This is an optimization exercise on Yosys and OpenROAD, whose aim is small area, a short achievable clock period and few clock cycles per item, not a production implementation.

==> try-onyx <==
==> flow/design.v <==
module ssaf_chdec (
    input  wire        clk,
    input  wire        rst,         
    input  wire        cmd_valid,
    output wire        cmd_ready,
    input  wire [31:0] cmd_s,
    input  wire [31:0] cmd_d,
    input  wire        k_valid,
    output wire        k_ready,
    input  wire [5:0]  k_data,
    input  wire        d_valid,
    output wire        d_ready,
    input  wire [31:0] d_off,
    input  wire [31:0] d_len,
    input  wire        in_valid,
    output wire        in_ready,
    input  wire [31:0] in_data,
    output reg         out_valid,
    input  wire        out_ready,
    output reg  [31:0] out_data,
    output reg         out_last
);
    integer i;
    function [31:0] pand32;
        input [31:0] x;
        integer l, j;
        reg [31:0] r;
        begin
            r = x;
            for (l = 0; l < 5; l = l + 1)
                for (j = 0; j < 32; j = j + 1)
                    if ((j >> l) & 1)
                        r[j] = r[j] & r[((j >> l) << l) - 1];
            pand32 = r;
        end
    endfunction
    function [31:0] inc32;
        input [31:0] x;
        reg [31:0] c;
        begin
            c = pand32(x);
            inc32 = x ^ {c[30:0], 1'b1};
        end
    endfunction
    function [31:0] dec32;
        input [31:0] x;
        reg [31:0] c;
        begin
            c = pand32(~x);
            dec32 = x ^ {c[30:0], 1'b1};
        end
    endfunction
    function [15:0] carries16;
        input [15:0] a, b;
        input        cin;
        integer l, j;
        reg [15:0] g, t;
        begin
            g = a & b;
            t = a ^ b;
            g[0] = g[0] | (t[0] & cin);
            for (l = 0; l < 4; l = l + 1)
                for (j = 0; j < 16; j = j + 1)
                    if ((j >> l) & 1) begin
                        g[j] = g[j] | (t[j] & g[((j >> l) << l) - 1]);
                        t[j] = t[j] & t[((j >> l) << l) - 1];
                    end
            carries16 = g;
        end
    endfunction
    function [15:0] add16;
        input [15:0] a, b;
        input        cin;
        reg [15:0] c;
        begin
            c = carries16(a, b, cin);
            add16 = a ^ b ^ {c[14:0], cin};
        end
    endfunction
    function ge8;
        input [7:0] a, b;
        reg [15:0] c;
        begin
            c = carries16({8'd0, a}, {8'd0, ~b}, 1'b1);
            ge8 = c[7];
        end
    endfunction
    reg        active;
    reg [31:0] s_left;       
    reg [31:0] d_left;       
    reg        d_zero;       
    reg [31:0] pos;          
    reg        have_desc;
    reg        in_run;       
    reg [31:0] cur_off;
    reg [31:0] cur_len;
    reg [11:0] cidx;         
    reg        q0v, q1v;
    reg [3:0]  q0, q1;
    wire s_nz   = (s_left != 32'd0);
    wire at_off = (pos == cur_off);
    wire len_nz = (cur_len != 32'd0);
    wire want_d = !have_desc && !d_zero;
    wire zrun   = have_desc && (in_run || at_off);
    wire ready  = active && !want_d;
    wire sq_zero = ready && zrun && len_nz;
    wire sq_lit  = ready && !zrun && s_nz;
    wire zskip   = ready && zrun && !len_nz;
    wire done    = ready && !have_desc && !s_nz;
    wire push    = (sq_zero || sq_lit) && !q1v;
    wire [3:0] push_d = {sq_zero, (s_left == 32'd1), (pos[31:1] == 31'd0),
                         sq_lit && (cidx == 12'd0)};
    wire [31:0] pos_inc  = inc32(pos);
    wire [31:0] s_dec    = dec32(s_left);
    wire [31:0] len_dec  = dec32(cur_len);
    wire [31:0] d_dec    = dec32(d_left);
    wire [31:0] cidx_inc = inc32({20'd0, cidx});
    assign cmd_ready = !active;
    assign d_ready   = active && want_d;
    reg [31:0] w0, w1;       
    reg        v0, v1;
    reg [4:0]  p;
    reg [5:0]  k;
    reg        in_rem;       
    reg        drop;         
    reg        tv;
    reg        t_comp;       
    reg        t_uk;         
    reg        t_r;          
    reg        t_acc;        
    reg [31:0] t_w;          
    reg [4:0]  t_u;          
    reg [4:0]  t_sh;         
    reg        t_first, t_last;
    reg        zv;
    reg        zacc;         
    reg [31:0] z;
    reg        zfirst, zlast;
    reg [15:0] tp;
    wire out_free = !out_valid || out_ready;
    wire zfree    = !zv || out_free;
    wire tfree    = !tv || zfree;
    wire h_zero  = q0[3];
    wire h_last  = q0[2];
    wire h_first = q0[1];
    wire h_newk  = q0[0];
    assign k_ready  = q0v && !h_zero && h_newk && !tv;
    assign in_ready = !v1;
    wire [63:0] B  = {w0, w1};
    wire [46:0] f1 = p[4] ? B[47:1]  : B[63:17];
    wire [38:0] f2 = p[3] ? f1[38:0] : f1[46:8];
    wire [34:0] f3 = p[2] ? f2[34:0] : f2[38:4];
    wire [32:0] f4 = p[1] ? f3[32:0] : f3[34:2];
    wire [31:0] W  = p[0] ? f4[31:0] : f4[32:1];
    wire [31:0] pmask = {32{1'b1}} << p;          
    reg  [63:0] zr;
    always @(*)
        for (i = 0; i < 64; i = i + 1)
            zr[i] = !B[63 - i] && ((i >= 32) ? v1 : (v0 && pmask[i]));
    reg [31:0] e1f; reg [31:0] e1q;
    reg [15:0] e2f; reg [31:0] e2q;
    reg [7:0]  e3f; reg [23:0] e3q;
    reg [3:0]  e4f; reg [15:0] e4q;
    reg [1:0]  e5f; reg [9:0]  e5q;
    reg        found;
    reg [5:0]  q;
    always @(*) begin
        for (i = 0; i < 32; i = i + 1) begin
            e1f[i] = zr[2*i] | zr[2*i+1];
            e1q[i] = !zr[2*i];
        end
        for (i = 0; i < 16; i = i + 1) begin
            e2f[i] = e1f[2*i] | e1f[2*i+1];
            e2q[2*i +: 2] = e1f[2*i] ? {1'b0, e1q[2*i]} : {1'b1, e1q[2*i+1]};
        end
        for (i = 0; i < 8; i = i + 1) begin
            e3f[i] = e2f[2*i] | e2f[2*i+1];
            e3q[3*i +: 3] = e2f[2*i] ? {1'b0, e2q[4*i +: 2]} : {1'b1, e2q[4*i+2 +: 2]};
        end
        for (i = 0; i < 4; i = i + 1) begin
            e4f[i] = e3f[2*i] | e3f[2*i+1];
            e4q[4*i +: 4] = e3f[2*i] ? {1'b0, e3q[6*i +: 3]} : {1'b1, e3q[6*i+3 +: 3]};
        end
        for (i = 0; i < 2; i = i + 1) begin
            e5f[i] = e4f[2*i] | e4f[2*i+1];
            e5q[5*i +: 5] = e4f[2*i] ? {1'b0, e4q[8*i +: 4]} : {1'b1, e4q[8*i+4 +: 4]};
        end
        found = e5f[0] | e5f[1];
        q     = e5f[0] ? {1'b0, e5q[4:0]} : {1'b1, e5q[9:5]};
    end
    wire        k32    = k[5];
    wire [63:0] m_inw  = {~pmask, 32'hFFFFFFFF};
    wire [63:0] m_e    = (v1 ? {64{1'b1}} : {32'd0, 32'hFFFFFFFF}) >> k;
    wire [63:0] m_sh   = {33'd0, 31'h7FFFFFFF} >> k;
    wire [31:0] w_val  = v1 ? 32'hFFFFFFFF : pmask;
    wire [31:0] w_k    = 32'hFFFFFFFF << k;
    wire in_w   = |(zr & m_inw);
    wire fit_w  = |(~W & w_val & w_k);
    wire fit_e  = |(zr & m_e);
    wire sh_f   = !(|(zr & m_sh));
    wire sh_t   = !(|zr[30:0]);
    wire w_all  = v1 || (p == 5'd0);                            
    wire [15:0] pk = add16({11'd0, p}, {10'd0, k}, 1'b0);       
    wire rem_ok = v1 || !pk[5] || (pk[4:0] == 5'd0);              
    wire h_lit   = q0v && !h_zero && !h_newk && v0 && !drop;
    wire go      = tfree && h_lit;
    wire c_full  = go && !in_rem && in_w && fit_w && fit_e;
    wire c_term  = go && !in_rem && in_w && !fit_w;
    wire c_acc   = go && !in_rem && !in_w && w_all;
    wire c_rem   = go && in_rem && rem_ok;
    wire c_zero  = tfree && q0v && h_zero && !drop;
    wire pop     = c_full || c_rem || c_zero || (c_term && (k == 6'd0));
    wire [4:0]  k1   = k[4:0] + 5'd1;
    wire [15:0] qk1  = add16({11'd0, q[4:0]}, {11'd0, k1}, 1'b0);   
    wire [15:0] qp1  = add16({11'd0, q[4:0]}, 16'd0, 1'b1);         
    reg  [4:0] pn;
    reg        sh1;
    always @(*) begin
        pn  = p;
        sh1 = 1'b0;
        if (c_full) begin
            pn  = qk1[4:0];
            sh1 = sh_f;
        end else if (c_term) begin
            pn  = qp1[4:0];
            sh1 = sh_t;
        end else if (c_acc) begin
            sh1 = 1'b1;
        end else if (c_rem) begin
            pn  = pk[4:0];
            sh1 = pk[5];
        end else if (drop) begin
            pn  = 5'd0;
            sh1 = (p != 5'd0);
        end
    end
    wire fw = in_valid && !v1;
    wire [15:0] kp  = add16({11'd0, p}, {11'd0, ~k[4:0]}, 1'b0);    
    wire [15:0] shf = add16({11'd0, kp[4:0]}, {11'h7FF, ~q[4:0]}, 1'b1);
    wire [4:0]  shr = ~k[4:0] + 5'd1;
    wire [15:0] uq  = add16({11'd0, q[4:0]}, {11'h7FF, ~p}, 1'b1);
    wire [31:0] rraw  = t_w >> t_sh;
    wire [31:0] kmask = ~({32{1'b1}} << k);      
    wire [31:0] k32m  = {kmask[26:0], 5'h1F};    
    wire [31:0] uk    = {27'd0, t_u} << k;
    wire [31:0] base  = zacc ? z : 32'd0;
    wire [31:0] zsum  = base | (t_uk ? uk : 32'd0) | (t_r ? (rraw & kmask) : 32'd0);
    wire [31:0] zinc  = inc32(base | k32m);       
    wire        take  = tv && zfree;
    wire [31:0] e   = (z >> 1) ^ {32{z[0]}};
    wire [15:0] tm  = zfirst ? 16'd0 : tp;
    wire [15:0] ysum = add16(tp, e[15:0], 1'b0);
    wire [15:0] pa  = {tm[14:0], 1'b0};
    wire [15:0] pb  = {e[14:0], 1'b0};
    wire [15:0] pc  = ~out_data[15:0];
    wire [15:0] ps  = pa ^ pb ^ pc;
    wire [15:0] pcy = (pa & pb) | (pa & pc) | (pb & pc);
    wire [15:0] tnext = add16(ps, {pcy[14:0], 1'b1}, 1'b0);
    always @(posedge clk) begin
        if (rst) begin
            active    <= 1'b0;
            have_desc <= 1'b0;
            in_run    <= 1'b0;
            d_zero    <= 1'b1;
            q0v       <= 1'b0;
            q1v       <= 1'b0;
            v0        <= 1'b0;
            v1        <= 1'b0;
            p         <= 5'd0;
            in_rem    <= 1'b0;
            drop      <= 1'b0;
            tv        <= 1'b0;
            zv        <= 1'b0;
            zacc      <= 1'b0;
            out_valid <= 1'b0;
        end else begin
            if (cmd_valid && !active) begin
                active <= 1'b1;
                s_left <= cmd_s;
                d_left <= cmd_d;
                d_zero <= (cmd_d == 32'd0);
                pos    <= 32'd0;
                cidx   <= 12'd0;
            end
            if (done)
                active <= 1'b0;
            if (d_valid && d_ready) begin
                cur_off   <= d_off;
                cur_len   <= d_len;
                have_desc <= 1'b1;
                in_run    <= 1'b0;
                d_left    <= d_dec;
                d_zero    <= (d_left == 32'd1);
            end
            if (zskip)
                have_desc <= 1'b0;
            if (push) begin
                pos    <= pos_inc;
                s_left <= s_dec;
                if (sq_lit)
                    cidx <= cidx_inc[11:0];
                if (sq_zero) begin
                    cur_len <= len_dec;
                    in_run  <= (cur_len != 32'd1);
                    if (cur_len == 32'd1)
                        have_desc <= 1'b0;
                end
            end
            if (pop) begin
                q0v <= q1v || push;
                q0  <= q1v ? q1 : push_d;
                q1v <= 1'b0;
            end else begin
                if (!q0v)
                    q0 <= push_d;
                else if (!q1v)
                    q1 <= push_d;
                q0v <= q0v || push;
                q1v <= q1v || (q0v && push);
                if (k_valid && k_ready)
                    q0[0] <= 1'b0;
            end
            if (k_valid && k_ready)
                k <= k_data;
            drop <= pop && h_last;
            p    <= pn;
            v0   <= sh1 ? (v1 || fw) : (v0 || fw);
            v1   <= !sh1 && (v1 || (fw && v0));
            if (fw)
                w1 <= in_data;
            if (sh1)
                w0 <= v1 ? w1 : in_data;
            else if (!v0)
                w0 <= in_data;
            if (c_term && (k != 6'd0))
                in_rem <= 1'b1;
            else if (c_rem)
                in_rem <= 1'b0;
            if (take)
                tv <= 1'b0;
            if (tfree) begin
                t_w     <= W;
                t_u     <= uq[4:0];
                t_sh    <= in_rem ? shr : shf[4:0];
                t_first <= h_first;
                t_last  <= h_last;
            end
            if (c_full || c_term || c_acc || c_rem || c_zero) begin
                tv     <= 1'b1;
                t_comp <= pop;
                t_uk   <= c_full || c_term;
                t_r    <= c_full || c_rem;
                t_acc  <= c_acc;
            end
            if (zv && out_free)
                zv <= 1'b0;
            if (take) begin
                z      <= t_acc ? zinc : zsum;
                zv     <= t_comp;
                zacc   <= !t_comp;
                zfirst <= t_first;
                zlast  <= t_last;
            end
            if (out_valid && out_ready)
                out_valid <= 1'b0;
            if (zv && out_free) begin
                out_valid <= 1'b1;
                out_last  <= zlast;
                tp        <= tnext;
                out_data  <= zfirst ? e : {{16{ysum[15]}}, ysum};
            end
        end
    end
endmodule
==> flow/run.sh <==
#!/bin/bash
# synth_recipe.tcl (not shown) runs the flow's synth.tcl, then flattens the netlist and writes it again
# the make line also repeats each setting of config.mk as NAME=value (left out here)
make -C /OpenROAD-flow-scripts/flow DESIGN_CONFIG=/design/flow/config.mk WORK_HOME=/design/flow/orfs CLKGATE_MAP_FILE= SYNTH_SCRIPT=/design/flow/synth_recipe.tcl finish
==> flow/config.mk <==
export PLATFORM = sky130hd
export DESIGN_NAME = ssaf_chdec
export DESIGN_NICKNAME = ssaf_chdec
export VERILOG_FILES = /design/flow/design.v
export SDC_FILE = /design/flow/constraint.sdc
export NUM_CORES = 4
export LEC_CHECK = 0
export CAP_MARGIN = 20
export CORE_MARGIN = 2
export CORE_UTILIZATION = 40
export PLACE_DENSITY = 0.6
export SLEW_MARGIN = 20
==> flow/constraint.sdc <==
create_clock -name core_clock -period 10.0 [get_ports {clk}]
set_input_delay 2.0000 -clock core_clock [delete_from_list [all_inputs] [get_ports {clk}]]
set_output_delay 2.0000 -clock core_clock [all_outputs]
set_load 0.01 [all_outputs]
==> inputs of try-juniper, as changes to try-onyx <==
ABC_CLOCK_PERIOD_IN_PS = 4000   (was unset)
SETUP_SLACK_MARGIN = 5   (was unset)
==> inputs of try-delta, as changes to try-onyx <==
--- a/flow/design.v
+++ b/flow/design.v
@@ -79,19 +79,10 @@
     endfunction
-    function ge8;
-        input [7:0] a, b;
-        reg [15:0] c;
-        begin
-            c = carries16({8'd0, a}, {8'd0, ~b}, 1'b1);
-            ge8 = c[7];
-        end
-    endfunction
-    reg        active;
-    reg [31:0] s_left;       
-    reg [31:0] d_left;       
-    reg        d_zero;       
+    reg        busy;         
+    reg        cack;         
+    reg        dack;         
     reg [31:0] pos;          
-    reg        have_desc;
+    reg [31:0] d_left;       
+    reg        s_end;        
+    reg        d_end;        
     reg        in_run;       
-    reg [31:0] cur_off;
-    reg [31:0] cur_len;
     reg [11:0] cidx;         
@@ -99,22 +90,22 @@
     reg [3:0]  q0, q1;
-    wire s_nz   = (s_left != 32'd0);
-    wire at_off = (pos == cur_off);
-    wire len_nz = (cur_len != 32'd0);
-    wire want_d = !have_desc && !d_zero;
-    wire zrun   = have_desc && (in_run || at_off);
-    wire ready  = active && !want_d;
-    wire sq_zero = ready && zrun && len_nz;
-    wire sq_lit  = ready && !zrun && s_nz;
-    wire zskip   = ready && zrun && !len_nz;
-    wire done    = ready && !have_desc && !s_nz;
-    wire push    = (sq_zero || sq_lit) && !q1v;
-    wire [3:0] push_d = {sq_zero, (s_left == 32'd1), (pos[31:1] == 31'd0),
-                         sq_lit && (cidx == 12'd0)};
     wire [31:0] pos_inc  = inc32(pos);
-    wire [31:0] s_dec    = dec32(s_left);
-    wire [31:0] len_dec  = dec32(cur_len);
     wire [31:0] d_dec    = dec32(d_left);
     wire [31:0] cidx_inc = inc32({20'd0, cidx});
-    assign cmd_ready = !active;
-    assign d_ready   = active && want_d;
+    wire [31:0] rx  = d_off ^ d_len ^ pos_inc;
+    wire [31:0] rk  = (d_off & d_len) | ((d_off | d_len) & ~pos_inc);
+    wire run_end    = (rx == {rk[30:0], 1'b0});
+    wire desc_ok = busy && !d_end && d_valid && !dack;
+    wire need_d  = busy && !d_end && !(d_valid && !dack);
+    wire zrun    = desc_ok && (in_run || (pos == d_off));
+    wire len0    = (d_len == 32'd0);
+    wire sq_zero = zrun && !len0;
+    wire zskip   = zrun && len0;
+    wire sq_lit  = busy && !need_d && !zrun && !s_end;
+    wire done    = busy && d_end && s_end;
+    wire push    = (sq_zero || sq_lit) && !q1v;
+    wire last    = (pos_inc == cmd_s);
+    wire [3:0] push_d = {sq_zero, last, (pos[31:1] == 31'd0),
+                         sq_lit && (cidx == 12'd0)};
+    assign cmd_ready = cack;
+    assign d_ready   = dack;
     reg [31:0] w0, w1;       
@@ -192,8 +183,8 @@
     wire [63:0] m_inw  = {~pmask, 32'hFFFFFFFF};
-    wire [63:0] m_e    = (v1 ? {64{1'b1}} : {32'd0, 32'hFFFFFFFF}) >> k;
+    wire [63:0] m_e    = v1 ? ({64{1'b1}} >> k) : ({32'd0, 32'hFFFFFFFF} >> k);
     wire [63:0] m_sh   = {33'd0, 31'h7FFFFFFF} >> k;
-    wire [31:0] w_val  = v1 ? 32'hFFFFFFFF : pmask;
-    wire [31:0] w_k    = 32'hFFFFFFFF << k;
+    wire [15:0] kp     = add16({11'd0, p}, {11'd0, ~k[4:0]}, 1'b0);    
+    wire [63:0] m_w    = ~({64{1'b1}} << kp[5:0]) | ({63'd0, 1'b1} << kp[5:0]);
     wire in_w   = |(zr & m_inw);
-    wire fit_w  = |(~W & w_val & w_k);
+    wire fit_w  = !k32 && |(zr & m_w);
     wire fit_e  = |(zr & m_e);
@@ -237,3 +228,2 @@
     wire fw = in_valid && !v1;
-    wire [15:0] kp  = add16({11'd0, p}, {11'd0, ~k[4:0]}, 1'b0);    
     wire [15:0] shf = add16({11'd0, kp[4:0]}, {11'h7FF, ~q[4:0]}, 1'b1);
@@ -260,6 +250,6 @@
         if (rst) begin
-            active    <= 1'b0;
-            have_desc <= 1'b0;
+            busy      <= 1'b0;
+            cack      <= 1'b0;
+            dack      <= 1'b0;
             in_run    <= 1'b0;
-            d_zero    <= 1'b1;
             q0v       <= 1'b0;
@@ -276,33 +266,29 @@
         end else begin
-            if (cmd_valid && !active) begin
-                active <= 1'b1;
-                s_left <= cmd_s;
-                d_left <= cmd_d;
-                d_zero <= (cmd_d == 32'd0);
+            cack <= 1'b0;
+            dack <= 1'b0;
+            if (cmd_valid && !busy && !cack) begin
+                busy   <= 1'b1;
                 pos    <= 32'd0;
+                d_left <= cmd_d;
                 cidx   <= 12'd0;
+                s_end  <= (cmd_s == 32'd0);
+                d_end  <= (cmd_d == 32'd0);
+                in_run <= 1'b0;
+            end
+            if (done) begin
+                busy <= 1'b0;
+                cack <= 1'b1;
             end
-            if (done)
-                active <= 1'b0;
-            if (d_valid && d_ready) begin
-                cur_off   <= d_off;
-                cur_len   <= d_len;
-                have_desc <= 1'b1;
-                in_run    <= 1'b0;
-                d_left    <= d_dec;
-                d_zero    <= (d_left == 32'd1);
+            if (zskip || (push && sq_zero && run_end)) begin
+                dack  <= 1'b1;
+                d_left <= d_dec;
+                d_end  <= (d_left == 32'd1);
             end
-            if (zskip)
-                have_desc <= 1'b0;
             if (push) begin
-                pos    <= pos_inc;
-                s_left <= s_dec;
+                pos   <= pos_inc;
+                s_end <= last;
                 if (sq_lit)
                     cidx <= cidx_inc[11:0];
-                if (sq_zero) begin
-                    cur_len <= len_dec;
-                    in_run  <= (cur_len != 32'd1);
-                    if (cur_len == 32'd1)
-                        have_desc <= 1'b0;
-                end
+                if (sq_zero)
+                    in_run <= !run_end;
             end
ABC_CLOCK_PERIOD_IN_PS = 4000   (was unset)
SETUP_SLACK_MARGIN = 5   (was unset)
==> notes <==
- Via count: try-onyx is higher than try-delta (about 6%).
- Against try-juniper, the non-clock buffer count of try-delta is higher by 8.
- Against try-onyx, the cell count of try-delta is smaller by 6.0%.
- Design area, lowest first: try-delta, try-onyx, try-juniper.
Function was not checked in any run of this note: the RTL went through the layout flow alone.

[separate check: timing with driven ports]
Ports are ideal in the flow. The routed layouts listed here were re-timed in OpenROAD.
Step 1, drivers: a clkbuf_16 drives clk and a buf_2 each remaining input, both assumed.
Step 2 also shifts input and output timing later by t, the mid clock arrival at the registers, as if the neighbouring blocks saw the same clock.
Slacks: ideal / step 1 / step 2; pairs: ideal / step 1.
run | shift t [ns] | slack for setup (ns) | hold slack, ns | clock arrival spread, ns | cell pins on the clock port's net
try-onyx | 0.663 | 3.845 / 3.845 / 3.271 | 0.418 / 0.418 / 0.418 | 0.026 / 0.026 | 1
try-juniper | 0.675 | 5.094 / 5.094 / 4.514 | 0.416 / 0.416 / 0.416 | 0.019 / 0.019 | 1
try-delta | 0.619 | 5.109 / 5.109 / 4.715 | 0.421 / 0.421 / 0.421 | 0.019 / 0.019 | 1
After both steps setup and hold are still met in every run listed. The setup slack of try-juniper, which loses most, moves by 0.000 ns with the drivers and by -0.580 ns with both steps.
